Source: an optimization exercise on an open RTL-to-GDS flow (aim: small area, a short achievable clock period and few clock cycles). Production flows keep margins and buffers that such runs may drop. Only simulation tests tie the RTL to the original design; equivalence was not proved. Power figures rest on the tool's default switching activity, not on a simulated workload.

<file path="flow/config.mk">
export PLATFORM = sky130hd
export DESIGN_NAME = lpr_tune
export DESIGN_NICKNAME = lpr_tune
export VERILOG_FILES = /design/flow/design.v
export SDC_FILE = /design/flow/constraint.sdc
export NUM_CORES = 4
export LEC_CHECK = 0
export ABC_AREA = 1
export CAP_MARGIN = 20
export CORE_MARGIN = 2
export CORE_UTILIZATION = 45
export CTS_CLUSTER_DIAMETER = 100
export CTS_CLUSTER_SIZE = 30
export SLEW_MARGIN = 20
</file>
<file path="flow/constraint.sdc">
create_clock -name core_clock -period 10.0 [get_ports {clk}]
set_input_delay 2.0000 -clock core_clock [delete_from_list [all_inputs] [get_ports {clk}]]
set_output_delay 2.0000 -clock core_clock [all_outputs]
set_load 0.01 [all_outputs]
</file>
<file path="flow/design.v">
module lpr_tone_rom_half (
    input  wire [5:0]  lohi,
    output wire [39:0] e
);
    wire [63:0] sel = 64'd1 << lohi;
    assign e[0] = |(sel & 64'h0000C02020D8281A);
    assign e[1] = |(sel & 64'h0000C0E010C8E4F6);
    assign e[2] = |(sel & 64'h000000C0D0E0C4D6);
    assign e[3] = |(sel & 64'h000000001000F8EA);
    assign e[4] = |(sel & 64'h0080808060888874);
    assign e[5] = |(sel & 64'h008040A0D0A0A0D6);
    assign e[6] = |(sel & 64'h00800040E048B4E2);
    assign e[7] = |(sel & 64'h0080C020D0D86CD0);
    assign e[8] = |(sel & 64'h0080C0002028F022);
    assign e[9] = |(sel & 64'h000080A0A0A8A05C);
    assign e[10] = |(sel & 64'h000000C0C0303866);
    assign e[11] = |(sel & 64'h008040A0A09864DC);
    assign e[12] = |(sel & 64'h0000802020C0A47A);
    assign e[13] = |(sel & 64'h0000002020F8207A);
    assign e[14] = |(sel & 64'h000000202000D882);
    assign e[15] = |(sel & 64'h0000C0E0103030CC);
    assign e[16] = |(sel & 64'h0000C00010E8E8D8);
    assign e[17] = |(sel & 64'h008080A04050508E);
    assign e[18] = |(sel & 64'h008080A00000FC8C);
    assign e[19] = |(sel & 64'h0000002080787808);
    assign e[20] = |(sel & 64'h0000C0E0C040BCCC);
    assign e[21] = |(sel & 64'h0000C0E03048F4C4);
    assign e[22] = |(sel & 64'h0080408060289CAC);
    assign e[23] = |(sel & 64'h008000A0D020B4A4);
    assign e[24] = |(sel & 64'h0080004010C0A8B8);
    assign e[25] = |(sel & 64'h000080608068D42A);
    assign e[26] = |(sel & 64'h00000080E088E034);
    assign e[27] = |(sel & 64'h0000C0C0C0303806);
    assign e[28] = |(sel & 64'h008080808040BC44);
    assign e[29] = |(sel & 64'h00808060601858E0);
    assign e[30] = |(sel & 64'h0000C0A0A040BCA4);
    assign e[31] = |(sel & 64'h000000C03068D4CC);
    assign e[32] = |(sel & 64'h008040A090D84C5C);
    assign e[33] = |(sel & 64'h000080C020906896);
    assign e[34] = |(sel & 64'h00000000C0E07018);
    assign e[35] = |(sel & 64'h00000000000080E0);
    assign e[36] = |(sel & 64'h80C0E0F0F8FCFEFF);
    assign e[37] = |(sel & 64'h00808040D0C818D8);
    assign e[38] = |(sel & 64'h0080C0E0A070A0E4);
    assign e[39] = |(sel & 64'h0080C020F0286CAA);
endmodule
module lpr_tone_fold (
    input  wire [5:0] addr,
    output wire [5:0] lohi,
    output wire       swap
);
    wire [2:0] row = addr[5:3];
    wire [2:0] col = addr[2:0];
    assign swap = (row > col);
    assign lohi = swap ? {col, row} : {row, col};
endmodule
module lpr_tone_unfold (
    input  wire [39:0] e,
    input  wire        swap,
    output wire [39:0] data
);
    assign data = swap ? {e[39:36], 4'd11 - e[35:32], ~e[31:0]} : e;
endmodule
module lpr_tone_rom (
    input  wire [5:0]  addr,
    output wire [39:0] data
);
    wire [5:0]  lohi;
    wire        swap;
    wire [39:0] e;
    lpr_tone_fold     u_fold   (.addr(addr), .lohi(lohi), .swap(swap));
    lpr_tone_rom_half u_half   (.lohi(lohi), .e(e));
    lpr_tone_unfold   u_unfold (.e(e), .swap(swap), .data(data));
endmodule
module lpr_tune #(
    parameter [6:0] CFG_BASE_NOTE = 7'd24,
    parameter [6:0] CFG_PB_RANGE  = 7'd1,
    parameter       CFG_ZONE      = 1'b0,
    parameter [6:0] CFG_NUMCH     = 7'd15
) (
    input  wire        clk,
    input  wire        rst,
    input  wire        cmd_valid,
    input  wire [31:0] cmd,
    output wire        cmd_ready,
    output reg         resp_valid,
    output reg  [63:0] resp
);
    assign cmd_ready = 1'b1;
    wire [5:0] lohi0;
    wire       swap0;
    lpr_tone_fold u_fold0 (.addr(cmd[25:20]), .lohi(lohi0), .swap(swap0));
    reg       v1;
    reg [5:0] op1;
    reg [5:0] addr1;
    reg       swap1;
    reg [6:0] imm1;
    reg       zlo1;       
    always @(posedge clk) begin
        if (rst) v1 <= 1'b0;
        else     v1 <= cmd_valid;
        op1   <= cmd[31:26];
        addr1 <= cmd[25:20];
        swap1 <= swap0;
        imm1  <= cmd[19:13];
        zlo1  <= (cmd[12:0] == 13'd0);
    end
    wire z_a    = (addr1 == 6'd0);
    wire z_i    = (imm1 == 7'd0);
    wire z_all  = z_a && z_i && zlo1;
    wire z_addr = z_i && zlo1;
    wire z_imm  = z_a && zlo1;
    wire is_nop  = (op1 == 6'h00) && z_all;
    wire is_base = (op1 == 6'h01) && z_imm;
    wire is_rng  = (op1 == 6'h02) && z_imm;
    wire is_get  = (op1 == 6'h03) && z_addr;
    wire is_rom  = (op1 == 6'h04) && z_addr;
    wire is_stat = (op1 == 6'h15) && z_all;
    wire is_pre  = is_rng && z_i;
    wire is_ill  = !(is_nop || is_base || is_rng || is_get || is_rom || is_stat);
    reg [6:0] base_note;
    reg [6:0] pb_range;
    reg       sticky;
    reg [2:0] rng_e;
    always @(*) begin
        casez (pb_range)
            7'b1??????: rng_e = 3'd6;
            7'b01?????: rng_e = 3'd5;
            7'b001????: rng_e = 3'd4;
            7'b0001???: rng_e = 3'd3;
            7'b00001??: rng_e = 3'd2;
            7'b000001?: rng_e = 3'd1;
            default:    rng_e = 3'd0;
        endcase
    end
    wire [6:0] rn_full = pb_range << (3'd6 - rng_e);
    wire [5:0] rng_n = rn_full[5:0];
    always @(posedge clk) begin
        if (rst) begin
            base_note <= CFG_BASE_NOTE;
            pb_range  <= CFG_PB_RANGE;
            sticky    <= 1'b0;
        end else if (v1) begin
            if (is_base) base_note <= imm1;
            if (is_rng && !z_i) begin
                pb_range <= imm1;
            end
            if (is_ill || is_pre) sticky <= 1'b1;
        end
    end
    reg [12:0] m_tab;
    always @(*) begin
        case (rng_n)
            6'd0 : m_tab = 13'd0;
            6'd1 : m_tab = 13'd7936;
            6'd2 : m_tab = 13'd7696;
            6'd3 : m_tab = 13'd7456;
            6'd4 : m_tab = 13'd7230;
            6'd5 : m_tab = 13'd7008;
            6'd6 : m_tab = 13'd6792;
            6'd7 : m_tab = 13'd6584;
            6'd8 : m_tab = 13'd6372;
            6'd9 : m_tab = 13'd6176;
            6'd10: m_tab = 13'd5984;
            6'd11: m_tab = 13'd5790;
            6'd12: m_tab = 13'd5608;
            6'd13: m_tab = 13'd5424;
            6'd14: m_tab = 13'd5256;
            6'd15: m_tab = 13'd5080;
            6'd16: m_tab = 13'd4916;
            6'd17: m_tab = 13'd4756;
            6'd18: m_tab = 13'd4592;
            6'd19: m_tab = 13'd4444;
            6'd20: m_tab = 13'd4292;
            6'd21: m_tab = 13'd4144;
            6'd22: m_tab = 13'd4000;
            6'd23: m_tab = 13'd3862;
            6'd24: m_tab = 13'd3724;
            6'd25: m_tab = 13'd3588;
            6'd26: m_tab = 13'd3464;
            6'd27: m_tab = 13'd3328;
            6'd28: m_tab = 13'd3208;
            6'd29: m_tab = 13'd3088;
            6'd30: m_tab = 13'd2964;
            6'd31: m_tab = 13'd2848;
            6'd32: m_tab = 13'd2732;
            6'd33: m_tab = 13'd2624;
            6'd34: m_tab = 13'd2508;
            6'd35: m_tab = 13'd2400;
            6'd36: m_tab = 13'd2295;
            6'd37: m_tab = 13'd2192;
            6'd38: m_tab = 13'd2080;
            6'd39: m_tab = 13'd1992;
            6'd40: m_tab = 13'd1892;
            6'd41: m_tab = 13'd1792;
            6'd42: m_tab = 13'd1696;
            6'd43: m_tab = 13'd1616;
            6'd44: m_tab = 13'd1520;
            6'd45: m_tab = 13'd1428;
            6'd46: m_tab = 13'd1340;
            6'd47: m_tab = 13'd1256;
            6'd48: m_tab = 13'd1171;
            6'd49: m_tab = 13'd1088;
            6'd50: m_tab = 13'd1008;
            6'd51: m_tab = 13'd928;
            6'd52: m_tab = 13'd848;
            6'd53: m_tab = 13'd776;
            6'd54: m_tab = 13'd696;
            6'd55: m_tab = 13'd624;
            6'd56: m_tab = 13'd546;
            6'd57: m_tab = 13'd476;
            6'd58: m_tab = 13'd404;
            6'd59: m_tab = 13'd328;
            6'd60: m_tab = 13'd264;
            6'd61: m_tab = 13'd198;
            6'd62: m_tab = 13'd132;
            6'd63: m_tab = 13'd64;
            default: m_tab = 13'd0;
        endcase
    end
    reg [12:0] ml;      
    reg [2:0]  msh;     
    always @(posedge clk) begin
        ml  <= m_tab;
        msh <= rng_e + {2'd0, (rng_n != 6'd0)};
    end
    wire [5:0]  lohi1 = swap1 ? {addr1[2:0], addr1[5:3]} : addr1;    
    wire [39:0] e1, rd1;
    lpr_tone_rom_half u_half   (.lohi(lohi1), .e(e1));
    lpr_tone_unfold   u_unfold (.e(e1), .swap(swap1), .data(rd1));
    reg        v2, get2, rom2, stat2, err2, ill2;
    reg [39:0] rd2;
    always @(posedge clk) begin
        if (rst) v2 <= 1'b0;
        else     v2 <= v1;
        get2  <= is_get;
        rom2  <= is_rom;
        stat2 <= is_stat;
        err2  <= is_ill | is_pre;
        ill2  <= is_ill;
        rd2   <= rd1;
    end
    wire [7:0] note_sum = {1'b0, base_note} + {4'd0, rd2[35:32]};
    wire [6:0] note_sat = note_sum[7] ? 7'd127 : note_sum[6:0];
    wire [12:0] dd = rd2[31:19];
    wire fs0 = 1'b1 ^ (dd[12] & ml[0]);
    wire fc0 = 1'b1 & (dd[12] & ml[0]);
    wire fs1 = (dd[12] & ml[1]) ^ (dd[11] & ml[2]);
    wire fc1 = (dd[12] & ml[1]) & (dd[11] & ml[2]);
    wire fs2 = (dd[11] & ml[0]) ^ (dd[10] & ml[1]) ^ (dd[9] & ml[2]);
    wire fc2 = ((dd[11] & ml[0]) & (dd[10] & ml[1])) | ((dd[9] & ml[2]) & ((dd[11] & ml[0]) ^ (dd[10] & ml[1])));
    wire fs3 = (dd[8] & ml[3]) ^ (dd[7] & ml[4]);
    wire fc3 = (dd[8] & ml[3]) & (dd[7] & ml[4]);
    wire fs4 = (dd[11] & ml[1]) ^ (dd[10] & ml[2]) ^ (dd[9] & ml[3]);
    wire fc4 = ((dd[11] & ml[1]) & (dd[10] & ml[2])) | ((dd[9] & ml[3]) & ((dd[11] & ml[1]) ^ (dd[10] & ml[2])));
    wire fs5 = (dd[8] & ml[4]) ^ (dd[7] & ml[5]) ^ (dd[6] & ml[6]);
    wire fc5 = ((dd[8] & ml[4]) & (dd[7] & ml[5])) | ((dd[6] & ml[6]) & ((dd[8] & ml[4]) ^ (dd[7] & ml[5])));
    wire fs6 = (dd[5] & ml[7]) ^ (dd[4] & ml[8]) ^ (dd[3] & ml[9]);
    wire fc6 = ((dd[5] & ml[7]) & (dd[4] & ml[8])) | ((dd[3] & ml[9]) & ((dd[5] & ml[7]) ^ (dd[4] & ml[8])));
    wire fs7 = (dd[10] & ml[3]) ^ (dd[9] & ml[4]) ^ (dd[8] & ml[5]);
    wire fc7 = ((dd[10] & ml[3]) & (dd[9] & ml[4])) | ((dd[8] & ml[5]) & ((dd[10] & ml[3]) ^ (dd[9] & ml[4])));
    wire fs8 = (dd[7] & ml[6]) ^ (dd[6] & ml[7]) ^ (dd[5] & ml[8]);
    wire fc8 = ((dd[7] & ml[6]) & (dd[6] & ml[7])) | ((dd[5] & ml[8]) & ((dd[7] & ml[6]) ^ (dd[6] & ml[7])));
    wire fs9 = (dd[4] & ml[9]) ^ (dd[3] & ml[10]) ^ (dd[2] & ml[11]);
    wire fc9 = ((dd[4] & ml[9]) & (dd[3] & ml[10])) | ((dd[2] & ml[11]) & ((dd[4] & ml[9]) ^ (dd[3] & ml[10])));
    wire fs10 = (dd[1] & ml[12]) ^ dd[0];
    wire fc10 = (dd[1] & ml[12]) & dd[0];
    wire fs11 = (dd[12] & ml[2]) ^ (dd[11] & ml[3]) ^ (dd[10] & ml[4]);
    wire fc11 = ((dd[12] & ml[2]) & (dd[11] & ml[3])) | ((dd[10] & ml[4]) & ((dd[12] & ml[2]) ^ (dd[11] & ml[3])));
    wire fs12 = (dd[9] & ml[5]) ^ (dd[8] & ml[6]) ^ (dd[7] & ml[7]);
    wire fc12 = ((dd[9] & ml[5]) & (dd[8] & ml[6])) | ((dd[7] & ml[7]) & ((dd[9] & ml[5]) ^ (dd[8] & ml[6])));
    wire fs13 = (dd[6] & ml[8]) ^ (dd[5] & ml[9]) ^ (dd[4] & ml[10]);
    wire fc13 = ((dd[6] & ml[8]) & (dd[5] & ml[9])) | ((dd[4] & ml[10]) & ((dd[6] & ml[8]) ^ (dd[5] & ml[9])));
    wire fs14 = (dd[3] & ml[11]) ^ (dd[2] & ml[12]) ^ dd[1];
    wire fc14 = ((dd[3] & ml[11]) & (dd[2] & ml[12])) | (dd[1] & ((dd[3] & ml[11]) ^ (dd[2] & ml[12])));
    wire fs15 = (dd[12] & ml[3]) ^ (dd[11] & ml[4]) ^ (dd[10] & ml[5]);
    wire fc15 = ((dd[12] & ml[3]) & (dd[11] & ml[4])) | ((dd[10] & ml[5]) & ((dd[12] & ml[3]) ^ (dd[11] & ml[4])));
    wire fs16 = (dd[9] & ml[6]) ^ (dd[8] & ml[7]) ^ (dd[7] & ml[8]);
    wire fc16 = ((dd[9] & ml[6]) & (dd[8] & ml[7])) | ((dd[7] & ml[8]) & ((dd[9] & ml[6]) ^ (dd[8] & ml[7])));
    wire fs17 = (dd[6] & ml[9]) ^ (dd[5] & ml[10]) ^ (dd[4] & ml[11]);
    wire fc17 = ((dd[6] & ml[9]) & (dd[5] & ml[10])) | ((dd[4] & ml[11]) & ((dd[6] & ml[9]) ^ (dd[5] & ml[10])));
    wire fs18 = (dd[12] & ml[4]) ^ (dd[11] & ml[5]) ^ (dd[10] & ml[6]);
    wire fc18 = ((dd[12] & ml[4]) & (dd[11] & ml[5])) | ((dd[10] & ml[6]) & ((dd[12] & ml[4]) ^ (dd[11] & ml[5])));
    wire fs19 = (dd[9] & ml[7]) ^ (dd[8] & ml[8]) ^ (dd[7] & ml[9]);
    wire fc19 = ((dd[9] & ml[7]) & (dd[8] & ml[8])) | ((dd[7] & ml[9]) & ((dd[9] & ml[7]) ^ (dd[8] & ml[8])));
    wire fs20 = (dd[12] & ml[5]) ^ (dd[11] & ml[6]) ^ (dd[10] & ml[7]);
    wire fc20 = ((dd[12] & ml[5]) & (dd[11] & ml[6])) | ((dd[10] & ml[7]) & ((dd[12] & ml[5]) ^ (dd[11] & ml[6])));
    wire fs21 = (dd[6] & ml[5]) ^ (dd[5] & ml[6]) ^ (dd[4] & ml[7]);
    wire fc21 = ((dd[6] & ml[5]) & (dd[5] & ml[6])) | ((dd[4] & ml[7]) & ((dd[6] & ml[5]) ^ (dd[5] & ml[6])));
    wire fs22 = (dd[3] & ml[8]) ^ (dd[2] & ml[9]);
    wire fc22 = (dd[3] & ml[8]) & (dd[2] & ml[9]);
    wire fs23 = (dd[2] & ml[10]) ^ (dd[1] & ml[11]) ^ (dd[0] & ml[12]);
    wire fc23 = ((dd[2] & ml[10]) & (dd[1] & ml[11])) | ((dd[0] & ml[12]) & ((dd[2] & ml[10]) ^ (dd[1] & ml[11])));
    wire fs24 = fs0 ^ fs6 ^ fs5;
    wire fc24 = (fs0 & fs6) | (fs5 & (fs0 ^ fs6));
    wire fs25 = fs4 ^ fc3;
    wire fc25 = fs4 & fc3;
    wire fs26 = fs1 ^ fc0 ^ fs10;
    wire fc26 = (fs1 & fc0) | (fs10 & (fs1 ^ fc0));
    wire fs27 = fs9 ^ fs8 ^ fs7;
    wire fc27 = (fs9 & fs8) | (fs7 & (fs9 ^ fs8));
    wire fs28 = fc6 ^ fc5 ^ fc4;
    wire fc28 = (fc6 & fc5) | (fc4 & (fc6 ^ fc5));
    wire fs29 = fc1 ^ fs14 ^ fs13;
    wire fc29 = (fc1 & fs14) | (fs13 & (fc1 ^ fs14));
    wire fs30 = fs12 ^ fs11 ^ fc10;
    wire fc30 = (fs12 & fs11) | (fc10 & (fs12 ^ fs11));
    wire fs31 = fc9 ^ fc8 ^ fc7;
    wire fc31 = (fc9 & fc8) | (fc7 & (fc9 ^ fc8));
    wire fs32 = (dd[3] & ml[12]) ^ dd[2] ^ fs17;
    wire fc32 = ((dd[3] & ml[12]) & dd[2]) | (fs17 & ((dd[3] & ml[12]) ^ dd[2]));
    wire fs33 = fs16 ^ fs15 ^ fc14;
    wire fc33 = (fs16 & fs15) | (fc14 & (fs16 ^ fs15));
    wire fs34 = fc13 ^ fc12 ^ fc11;
    wire fc34 = (fc13 & fc12) | (fc11 & (fc13 ^ fc12));
    wire fs35 = (dd[6] & ml[10]) ^ (dd[5] & ml[11]) ^ (dd[4] & ml[12]);
    wire fc35 = ((dd[6] & ml[10]) & (dd[5] & ml[11])) | ((dd[4] & ml[12]) & ((dd[6] & ml[10]) ^ (dd[5] & ml[11])));
    wire fs36 = dd[3] ^ fs19 ^ fs18;
    wire fc36 = (dd[3] & fs19) | (fs18 & (dd[3] ^ fs19));
    wire fs37 = fc17 ^ fc16 ^ fc15;
    wire fc37 = (fc17 & fc16) | (fc15 & (fc17 ^ fc16));
    wire fs38 = (dd[9] & ml[8]) ^ (dd[8] & ml[9]) ^ (dd[7] & ml[10]);
    wire fc38 = ((dd[9] & ml[8]) & (dd[8] & ml[9])) | ((dd[7] & ml[10]) & ((dd[9] & ml[8]) ^ (dd[8] & ml[9])));
    wire fs39 = (dd[6] & ml[11]) ^ (dd[5] & ml[12]) ^ dd[4];
    wire fc39 = ((dd[6] & ml[11]) & (dd[5] & ml[12])) | (dd[4] & ((dd[6] & ml[11]) ^ (dd[5] & ml[12])));
    wire fs40 = fs20 ^ fc19 ^ fc18;
    wire fc40 = (fs20 & fc19) | (fc18 & (fs20 ^ fc19));
    wire fs41 = (dd[12] & ml[6]) ^ (dd[11] & ml[7]) ^ (dd[10] & ml[8]);
    wire fc41 = ((dd[12] & ml[6]) & (dd[11] & ml[7])) | ((dd[10] & ml[8]) & ((dd[12] & ml[6]) ^ (dd[11] & ml[7])));
    wire fs42 = (dd[9] & ml[9]) ^ (dd[8] & ml[10]) ^ (dd[7] & ml[11]);
    wire fc42 = ((dd[9] & ml[9]) & (dd[8] & ml[10])) | ((dd[7] & ml[11]) & ((dd[9] & ml[9]) ^ (dd[8] & ml[10])));
    wire fs43 = (dd[6] & ml[12]) ^ dd[5] ^ fc20;
    wire fc43 = ((dd[6] & ml[12]) & dd[5]) | (fc20 & ((dd[6] & ml[12]) ^ dd[5]));
    wire fs44 = (dd[12] & ml[7]) ^ (dd[11] & ml[8]) ^ (dd[10] & ml[9]);
    wire fc44 = ((dd[12] & ml[7]) & (dd[11] & ml[8])) | ((dd[10] & ml[9]) & ((dd[12] & ml[7]) ^ (dd[11] & ml[8])));
    wire fs45 = (dd[9] & ml[10]) ^ (dd[8] & ml[11]) ^ (dd[7] & ml[12]);
    wire fc45 = ((dd[9] & ml[10]) & (dd[8] & ml[11])) | ((dd[7] & ml[12]) & ((dd[9] & ml[10]) ^ (dd[8] & ml[11])));
    wire fs46 = (dd[12] & ml[8]) ^ (dd[11] & ml[9]) ^ (dd[10] & ml[10]);
    wire fc46 = ((dd[12] & ml[8]) & (dd[11] & ml[9])) | ((dd[10] & ml[10]) & ((dd[12] & ml[8]) ^ (dd[11] & ml[9])));
    wire fs47 = (dd[1] & ml[10]) ^ (dd[0] & ml[11]) ^ fs3;
    wire fc47 = ((dd[1] & ml[10]) & (dd[0] & ml[11])) | (fs3 & ((dd[1] & ml[10]) ^ (dd[0] & ml[11])));
    wire fs48 = fc2 ^ fs25 ^ fs24;
    wire fc48 = (fc2 & fs25) | (fs24 & (fc2 ^ fs25));
    wire fs49 = fs23 ^ fc22;
    wire fc49 = fs23 & fc22;
    wire fs50 = fs28 ^ fs27 ^ fs26;
    wire fc50 = (fs28 & fs27) | (fs26 & (fs28 ^ fs27));
    wire fs51 = fc25 ^ fc24 ^ fc23;
    wire fc51 = (fc25 & fc24) | (fc23 & (fc25 ^ fc24));
    wire fs52 = fs31 ^ fs30 ^ fs29;
    wire fc52 = (fs31 & fs30) | (fs29 & (fs31 ^ fs30));
    wire fs53 = fc28 ^ fc27 ^ fc26;
    wire fc53 = (fc28 & fc27) | (fc26 & (fc28 ^ fc27));
    wire fs54 = fs34 ^ fs33 ^ fs32;
    wire fc54 = (fs34 & fs33) | (fs32 & (fs34 ^ fs33));
    wire fs55 = fc31 ^ fc30 ^ fc29;
    wire fc55 = (fc31 & fc30) | (fc29 & (fc31 ^ fc30));
    wire fs56 = fs37 ^ fs36 ^ fs35;
    wire fc56 = (fs37 & fs36) | (fs35 & (fs37 ^ fs36));
    wire fs57 = fc34 ^ fc33 ^ fc32;
    wire fc57 = (fc34 & fc33) | (fc32 & (fc34 ^ fc33));
    wire fs58 = fs40 ^ fs39 ^ fs38;
    wire fc58 = (fs40 & fs39) | (fs38 & (fs40 ^ fs39));
    wire fs59 = fc37 ^ fc36 ^ fc35;
    wire fc59 = (fc37 & fc36) | (fc35 & (fc37 ^ fc36));
    wire fs60 = fs43 ^ fs42 ^ fs41;
    wire fc60 = (fs43 & fs42) | (fs41 & (fs43 ^ fs42));
    wire fs61 = fc40 ^ fc39 ^ fc38;
    wire fc61 = (fc40 & fc39) | (fc38 & (fc40 ^ fc39));
    wire fs62 = dd[6] ^ fs45 ^ fs44;
    wire fc62 = (dd[6] & fs45) | (fs44 & (dd[6] ^ fs45));
    wire fs63 = fc43 ^ fc42 ^ fc41;
    wire fc63 = (fc43 & fc42) | (fc41 & (fc43 ^ fc42));
    wire fs64 = (dd[9] & ml[11]) ^ (dd[8] & ml[12]) ^ dd[7];
    wire fc64 = ((dd[9] & ml[11]) & (dd[8] & ml[12])) | (dd[7] & ((dd[9] & ml[11]) ^ (dd[8] & ml[12])));
    wire fs65 = fs46 ^ fc45 ^ fc44;
    wire fc65 = (fs46 & fc45) | (fc44 & (fs46 ^ fc45));
    wire fs66 = (dd[12] & ml[9]) ^ (dd[11] & ml[10]) ^ (dd[10] & ml[11]);
    wire fc66 = ((dd[12] & ml[9]) & (dd[11] & ml[10])) | ((dd[10] & ml[11]) & ((dd[12] & ml[9]) ^ (dd[11] & ml[10])));
    wire fs67 = (dd[9] & ml[12]) ^ dd[8] ^ fc46;
    wire fc67 = ((dd[9] & ml[12]) & dd[8]) | (fc46 & ((dd[9] & ml[12]) ^ dd[8]));
    wire fs68 = (dd[12] & ml[10]) ^ (dd[11] & ml[11]) ^ (dd[10] & ml[12]);
    wire fc68 = ((dd[12] & ml[10]) & (dd[11] & ml[11])) | ((dd[10] & ml[12]) & ((dd[12] & ml[10]) ^ (dd[11] & ml[11])));
    wire fs69 = fs2 ^ fs22;
    wire fc69 = fs2 & fs22;
    wire fs70 = fc21 ^ fs49 ^ fs48;
    wire fc70 = (fc21 & fs49) | (fs48 & (fc21 ^ fs49));
    wire fs71 = fs51 ^ fs50 ^ fc49;
    wire fc71 = (fs51 & fs50) | (fc49 & (fs51 ^ fs50));
    wire fs72 = fs53 ^ fs52 ^ fc51;
    wire fc72 = (fs53 & fs52) | (fc51 & (fs53 ^ fs52));
    wire fs73 = fs55 ^ fs54 ^ fc53;
    wire fc73 = (fs55 & fs54) | (fc53 & (fs55 ^ fs54));
    wire fs74 = fs57 ^ fs56 ^ fc55;
    wire fc74 = (fs57 & fs56) | (fc55 & (fs57 ^ fs56));
    wire fs75 = fs59 ^ fs58 ^ fc57;
    wire fc75 = (fs59 & fs58) | (fc57 & (fs59 ^ fs58));
    wire fs76 = fs61 ^ fs60 ^ fc59;
    wire fc76 = (fs61 & fs60) | (fc59 & (fs61 ^ fs60));
    wire fs77 = fs63 ^ fs62 ^ fc61;
    wire fc77 = (fs63 & fs62) | (fc61 & (fs63 ^ fs62));
    wire fs78 = fs65 ^ fs64 ^ fc63;
    wire fc78 = (fs65 & fs64) | (fc63 & (fs65 ^ fs64));
    wire fs79 = fs67 ^ fs66 ^ fc65;
    wire fc79 = (fs67 & fs66) | (fc65 & (fs67 ^ fs66));
    wire fs80 = dd[9] ^ fs68 ^ fc67;
    wire fc80 = (dd[9] & fs68) | (fc67 & (dd[9] ^ fs68));
    wire fs81 = (dd[12] & ml[11]) ^ (dd[11] & ml[12]) ^ dd[10];
    wire fc81 = ((dd[12] & ml[11]) & (dd[11] & ml[12])) | (dd[10] & ((dd[12] & ml[11]) ^ (dd[11] & ml[12])));
    reg        v3, get3, rom3, stat3, err3, ill3;
    reg [42:0] pl3;
    reg [6:0]  aux3;
    always @(posedge clk) begin
        if (rst) v3 <= 1'b0;
        else     v3 <= v2;
        get3  <= get2;
        rom3  <= rom2;
        stat3 <= stat2;
        err3  <= err2;
        ill3  <= ill2;
        pl3   <= get2  ? {{dd[12], (dd[12] & ml[12]), dd[11], fc81, fc68, fs81, fc80, fc66, fs80, fc79, fc64, fs79, fc78, fc62, fs78, fc77, fc60, fs77, fc76, fc58, fs76, fc75, fc56, fs75, fc74, fc54, fs74, fc73, fc52, fs73, fc72, fc50, fs72, fc71, fc48, fs71, fc70, fc47, fs70, fc69, fs21, fs47, fs69}}
               : stat2 ? {35'd0, pb_range, sticky}
               : {3'd0, rd2};
        aux3  <= stat2 ? base_note : note_sat;
    end
    wire fs82 = pl3[2] ^ pl3[1];
    wire fc82 = pl3[2] & pl3[1];
    wire fs83 = pl3[5] ^ pl3[4] ^ pl3[3];
    wire fc83 = (pl3[5] & pl3[4]) | (pl3[3] & (pl3[5] ^ pl3[4]));
    wire fs84 = pl3[8] ^ pl3[7] ^ pl3[6];
    wire fc84 = (pl3[8] & pl3[7]) | (pl3[6] & (pl3[8] ^ pl3[7]));
    wire fs85 = pl3[11] ^ pl3[10] ^ pl3[9];
    wire fc85 = (pl3[11] & pl3[10]) | (pl3[9] & (pl3[11] ^ pl3[10]));
    wire fs86 = pl3[14] ^ pl3[13] ^ pl3[12];
    wire fc86 = (pl3[14] & pl3[13]) | (pl3[12] & (pl3[14] ^ pl3[13]));
    wire fs87 = pl3[17] ^ pl3[16] ^ pl3[15];
    wire fc87 = (pl3[17] & pl3[16]) | (pl3[15] & (pl3[17] ^ pl3[16]));
    wire fs88 = pl3[20] ^ pl3[19] ^ pl3[18];
    wire fc88 = (pl3[20] & pl3[19]) | (pl3[18] & (pl3[20] ^ pl3[19]));
    wire fs89 = pl3[23] ^ pl3[22] ^ pl3[21];
    wire fc89 = (pl3[23] & pl3[22]) | (pl3[21] & (pl3[23] ^ pl3[22]));
    wire fs90 = pl3[26] ^ pl3[25] ^ pl3[24];
    wire fc90 = (pl3[26] & pl3[25]) | (pl3[24] & (pl3[26] ^ pl3[25]));
    wire fs91 = pl3[29] ^ pl3[28] ^ pl3[27];
    wire fc91 = (pl3[29] & pl3[28]) | (pl3[27] & (pl3[29] ^ pl3[28]));
    wire fs92 = pl3[32] ^ pl3[31] ^ pl3[30];
    wire fc92 = (pl3[32] & pl3[31]) | (pl3[30] & (pl3[32] ^ pl3[31]));
    wire fs93 = pl3[35] ^ pl3[34] ^ pl3[33];
    wire fc93 = (pl3[35] & pl3[34]) | (pl3[33] & (pl3[35] ^ pl3[34]));
    wire fs94 = pl3[38] ^ pl3[37] ^ pl3[36];
    wire fc94 = (pl3[38] & pl3[37]) | (pl3[36] & (pl3[38] ^ pl3[37]));
    wire fs95 = pl3[41] ^ pl3[40] ^ pl3[39];
    wire fc95 = (pl3[41] & pl3[40]) | (pl3[39] & (pl3[41] ^ pl3[40]));
    wire [15:0] sx3 = {1'b0, fc95, fc94, fc93, fc92, fc91, fc90, fc89, fc88, fc87, fc86, fc85, fc84, fc83, fc82, fs82};
    wire [15:0] sy3 = {1'b0, pl3[42], fs95, fs94, fs93, fs92, fs91, fs90, fs89, fs88, fs87, fs86, fs85, fs84, fs83, pl3[0]};
    wire [15:0] prod = sx3 + sy3;    
    wire [13:0] p_hi = prod[15:2];
    wire [12:0] q = p_hi >> msh;
    wire [63:0] r_get  = {18'd0, aux3, 1'b1, q, 25'd0};
    wire [63:0] r_rom  = {2'd0, pl3[39:32], 22'd0, pl3[31:0]};
    wire [63:0] r_stat = {11'd0, pl3[0], CFG_ZONE, aux3, pl3[7:1], CFG_NUMCH, 30'd0};
    wire [63:0] r_next = {err3, ill3, 62'd0}
                       | (get3  ? r_get  : 64'd0)
                       | (rom3  ? r_rom  : 64'd0)
                       | (stat3 ? r_stat : 64'd0);
    always @(posedge clk) begin
        if (rst) resp_valid <= 1'b0;
        else     resp_valid <= v3;
        resp <= r_next;
    end
endmodule
</file>
<file path="flow/flow/run.sh">
#!/bin/bash
set -o pipefail
export BUFFER_PORTS_ARGS="-buffer_cell sky130_fd_sc_hd__buf_2"
export SETUP_SLACK_MARGIN=6.8
bash standard.sh > standard.log 2>&1
status=$?
tail -n 40 standard.log
exit $status
</file>
<file path="flow/standard.sh">
#!/bin/bash
# synth_recipe.tcl (not shown) runs the flow's synth.tcl, then flattens the netlist and writes it again
# the make line also repeats each setting of config.mk as NAME=value (left out here)
make -C /OpenROAD-flow-scripts/flow DESIGN_CONFIG=/design/flow/config.mk WORK_HOME=/design/flow/orfs CLKGATE_MAP_FILE= SYNTH_SCRIPT=/design/flow/synth_recipe.tcl "${@:-finish}"
</file>
==> flow_metrics.env <==
export IMPL_status="complete, no violations"
export IMPL_max_freq_ghz=0.327
export IMPL_syn_area_mm2=0.0135
export IMPL_start_kind="flop"
export IMPL_synth_top_cell_area_share=0.322
export IMPL_tightest_slew_ns=0.720
export IMPL_io_pins=101
export IMPL_detail_route_iter0_violations=866
export IMPL_setup_violations=0
export IMPL_rr_worst_depth=8
export IMPL_ir_drop_uv=107
export IMPL_die_area_mm2=0.0315
export IMPL_synth_area_top_cells="dfxtp_1 32%, nand2_1 15%, fa_1 13%"
export IMPL_drt_total_wl_um=41500
export IMPL_synth_edf_count=0
export IMPL_drv_cap=0
export IMPL_num_vias=12200
export IMPL_period_share=0.306
export IMPL_wl_per_cell_um=17.9
export IMPL_cp_data_required_time_ns=10.38
export IMPL_postLayoutSetupSlackWorst_ns=6.94
export IMPL_grt_pass1_wl_um=65300
export IMPL_core_rowCount=63
export IMPL_rr_endpoint="pl3[7]"
export IMPL_min_path_cells=0
export IMPL_die_x_um=177
export IMPL_dr_pass1_iters=5
export IMPL_htree_levels=1
export IMPL_routed_via_density=5.28
export IMPL_finClkSkew_ns=0.0323
export IMPL_yosysTopAreaCell="dfxtp_1"
export IMPL_synth_seq_cells=218
export IMPL_grt_pass1_vias=12000
export IMPL_ys_seq_area_frac=0.322
export IMPL_gp_congestion=0.965
export IMPL_tns_ns=0
export IMPL_power_density_mw_per_mm2=226
export IMPL_clock_sinks=218
export IMPL_portBuffers=97
export IMPL_dpl_hpwl_um=33200
export IMPL_synthDistinctLibCells=49
export IMPL_die_h_um=177
export IMPL_overflow=0
export IMPL_yosys_most_used_dff="dfxtp_1"
export IMPL_core_mm2=0.0296
export IMPL_r2r_slack_ns=6.94
export IMPL_hold_viol=0
export IMPL_postCtsHoldBufs=0
export IMPL_root_buffer="clkbuf_16"
export IMPL_min_delay_start="err3"
export IMPL_relSlewSlack=0.520
export IMPL_numCtsBuffers=12
export IMPL_crit_arrival_ns=3.44
export IMPL_drv_slew=0
export IMPL_clockBufferDepth=3
export IMPL_crit_fanout=8
export IMPL_ys_warn_count=1
export IMPL_drive_gt1_frac=0.114
export IMPL_grt_setup_unrepaired="no"
export IMPL_hold_class="reg -> reg"
export IMPL_avgSynthCellArea_um2=7.28
export IMPL_pre_cts_slack_ns=6.53
export IMPL_drc_errors=0
export IMPL_grt_usage=0.265
export IMPL_syn_to_final_growth_pct=9.14
export IMPL_p_leak_nw=7.99
export IMPL_ys_async_sr_fraction=0
export IMPL_fin_crit_ns=3.06
export IMPL_hold_path_endpoint="resp[63]"
export IMPL_antenna_left=0
export IMPL_path_clk_slew_ns=0.11
export IMPL_grt_max_degree=52
export IMPL_end_kind="flop"
export IMPL_fin_nets=2085
export IMPL_n_antenna_cell=0
export IMPL_start_util=0.457
export IMPL_syn_inst=1861
export IMPL_cts_tree="yes"
export IMPL_critical_path_class="reg -> reg"
export IMPL_antenna_found_initial=1
export IMPL_insertion_delay_ns=0.50
export IMPL_r2r_start="rd2[24]"
[metal layers]
layer / track usage / wire [um] / vias to the layer above / share of wire
li1: - / - / 5950 / -
met1: 0.335 / 17800 / 5704 / 0.43
met2: 0.456 / 19700 / 443 / 0.47
met3: 0.0300 / 2080 / 111 / 0.050
met4: 0.117 / 1950 / 0 / 0.047
met5: 0 / 0 / - / 0
[sequential cells by signal (all words and copies together), names as in the netlist, 6 cells and up]
register / cells
pl3: 43
pb_range: 7
addr1: 6
base_note: 7
imm1: 7
resp: 62
rd2: 40
aux3: 7
op1: 6
ml: 13
[how the worst max path moves through the flow]
stage                      startpoint  endpoint  slack (ns)  cells after the start
after global routing            ml[9]    pl3[4]        6.82                      8
final                         rd2[24]    pl3[7]        6.94                      8
after detailed placement  pb_range[5]     ml[8]        6.53                     12
after CTS                       ml[9]    pl3[4]        6.80                      8
after floorplan               rd2[27]    pl3[7]        6.96                      9
after global placement    pb_range[5]     ml[8]        6.60                     12
[Yosys cell counts (all sizes together) (9+ instances only)]
cell type / count
a21oi: 63
buf: 23
clkbuf: 42
dfxtp: 218
fa: 88
ha: 45
inv: 276
nand2: 539
nand3: 198
nand4: 41
nor2: 143
nor3: 36
nor4: 9
o211ai: 9
o21ai: 62
xor2: 33
[logic make-up after synthesis]
logic type	Yosys count	share of synthesized area
buf+inv	341	0.0976
compound gates	152	0.0652
simple gates	978	0.318
other cells	2	0.000554
xor+xnor	37	0.0245
fa+ha+maj	133	0.172
flops	218	0.322
[stage by stage]
step | instance area [um^2] | hold slack, ns | total power [W] | util | instances
2_1_floorplan | 13500 | 0.310 | 0.00231 | - | 1862
3_3_place_gp | 14300 | 0.312 | 0.00279 | 0.482 | 2291
3_5_place_dp | 14300 | 0.312 | 0.00279 | 0.482 | 2291
4_1_cts | 14700 | 0.337 | 0.00334 | 0.496 | 2309
5_1_grt | 14800 | 0.344 | 0.00359 | 0.499 | 2311
6_report | 14800 | 0.335 | 0.00334 | 0.499 | 2311
[timing repair]
action / 4_1_cts / 5_1_grt
endpoints found under the hold margin: 0 / 0
setup endpoints to repair: 15 / 28
gates cloned: 0 / 0
buffers inserted: 0 / 2
resized for setup: 11 / 25
[power by group]
group          switching, W  internal, W
Clock              0.000308     0.000236
Sequential         0.000184      0.00103
Combinational       0.00103     0.000555
Total               0.00152      0.00182
[layout by cell type, fill, tap and decap left out, types with 5 or more instances in the layout]
| master | n |
|---|---|
| nor3_1 | 32 |
| ha_1 | 43 |
| fa_1 | 88 |
| inv_1 | 257 |
| xor2_1 | 33 |
| nor2_4 | 6 |
| o21bai_1 | 5 |
| a21oi_1 | 62 |
| dfxtp_2 | 17 |
| buf_2 | 97 |
| o21ai_0 | 52 |
| nand2_1 | 521 |
| nand3_1 | 196 |
| nor2_2 | 9 |
| nand4_1 | 41 |
| dfxtp_1 | 201 |
| buf_4 | 8 |
| nand2_2 | 14 |
| o21ai_2 | 5 |
| clkbuf_16 | 12 |
| nor2_1 | 127 |
| nor4_1 | 5 |
| nand3b_1 | 6 |
| o211ai_1 | 9 |
| inv_2 | 17 |
[critical path: stages (launching register included)]
cell,delay (ns)
dfxtp_1,0.58
nand2_1,0.14
fa_1,0.55
inv_1,0.05
fa_1,0.47
fa_1,0.51
inv_1,0.05
fa_1,0.53
a21oi_1,0.07
[layout make-up]
cell class / count / area [um^2]
inverter: 276 / 1040
sequential: 218 / 4390
tap: 390 / 488
fill: 3051 / 14900
multi-input combinational: 1303 / 7930
clock inverter: 6 / 78.8
clock buffer: 12 / 300
timing repair buffer: 106 / 561
Testbench counts, summed over its fixed seeds: cycles 2,592.

[what the ideal ports hide]
No port has a modelled driver above. Below, the same layout with a new extraction and two added sets of constraints.
Step 1 sets driving cells, clkbuf_16 on the clock port and buf_2 on the other inputs (assumed; they add their load-dependent delay and slew).
Step 2 also shifts input and output timing later by t, the mid clock arrival at the registers, as if the neighbouring blocks saw the same clock.
a / b / c = ideal ports / drivers / drivers and shift; a / b = the first two.
t (ns): 0.538
setup slack, ns: 6.944 / 6.944 / 6.944
clock arrival spread, ns: 0.032 / 0.033
worst data-port slew with drivers (ns): 0.04
After both steps setup and hold are still met in this run. The setup slack of this run moves by 0.000 ns with the drivers and by 0.000 ns with both steps.
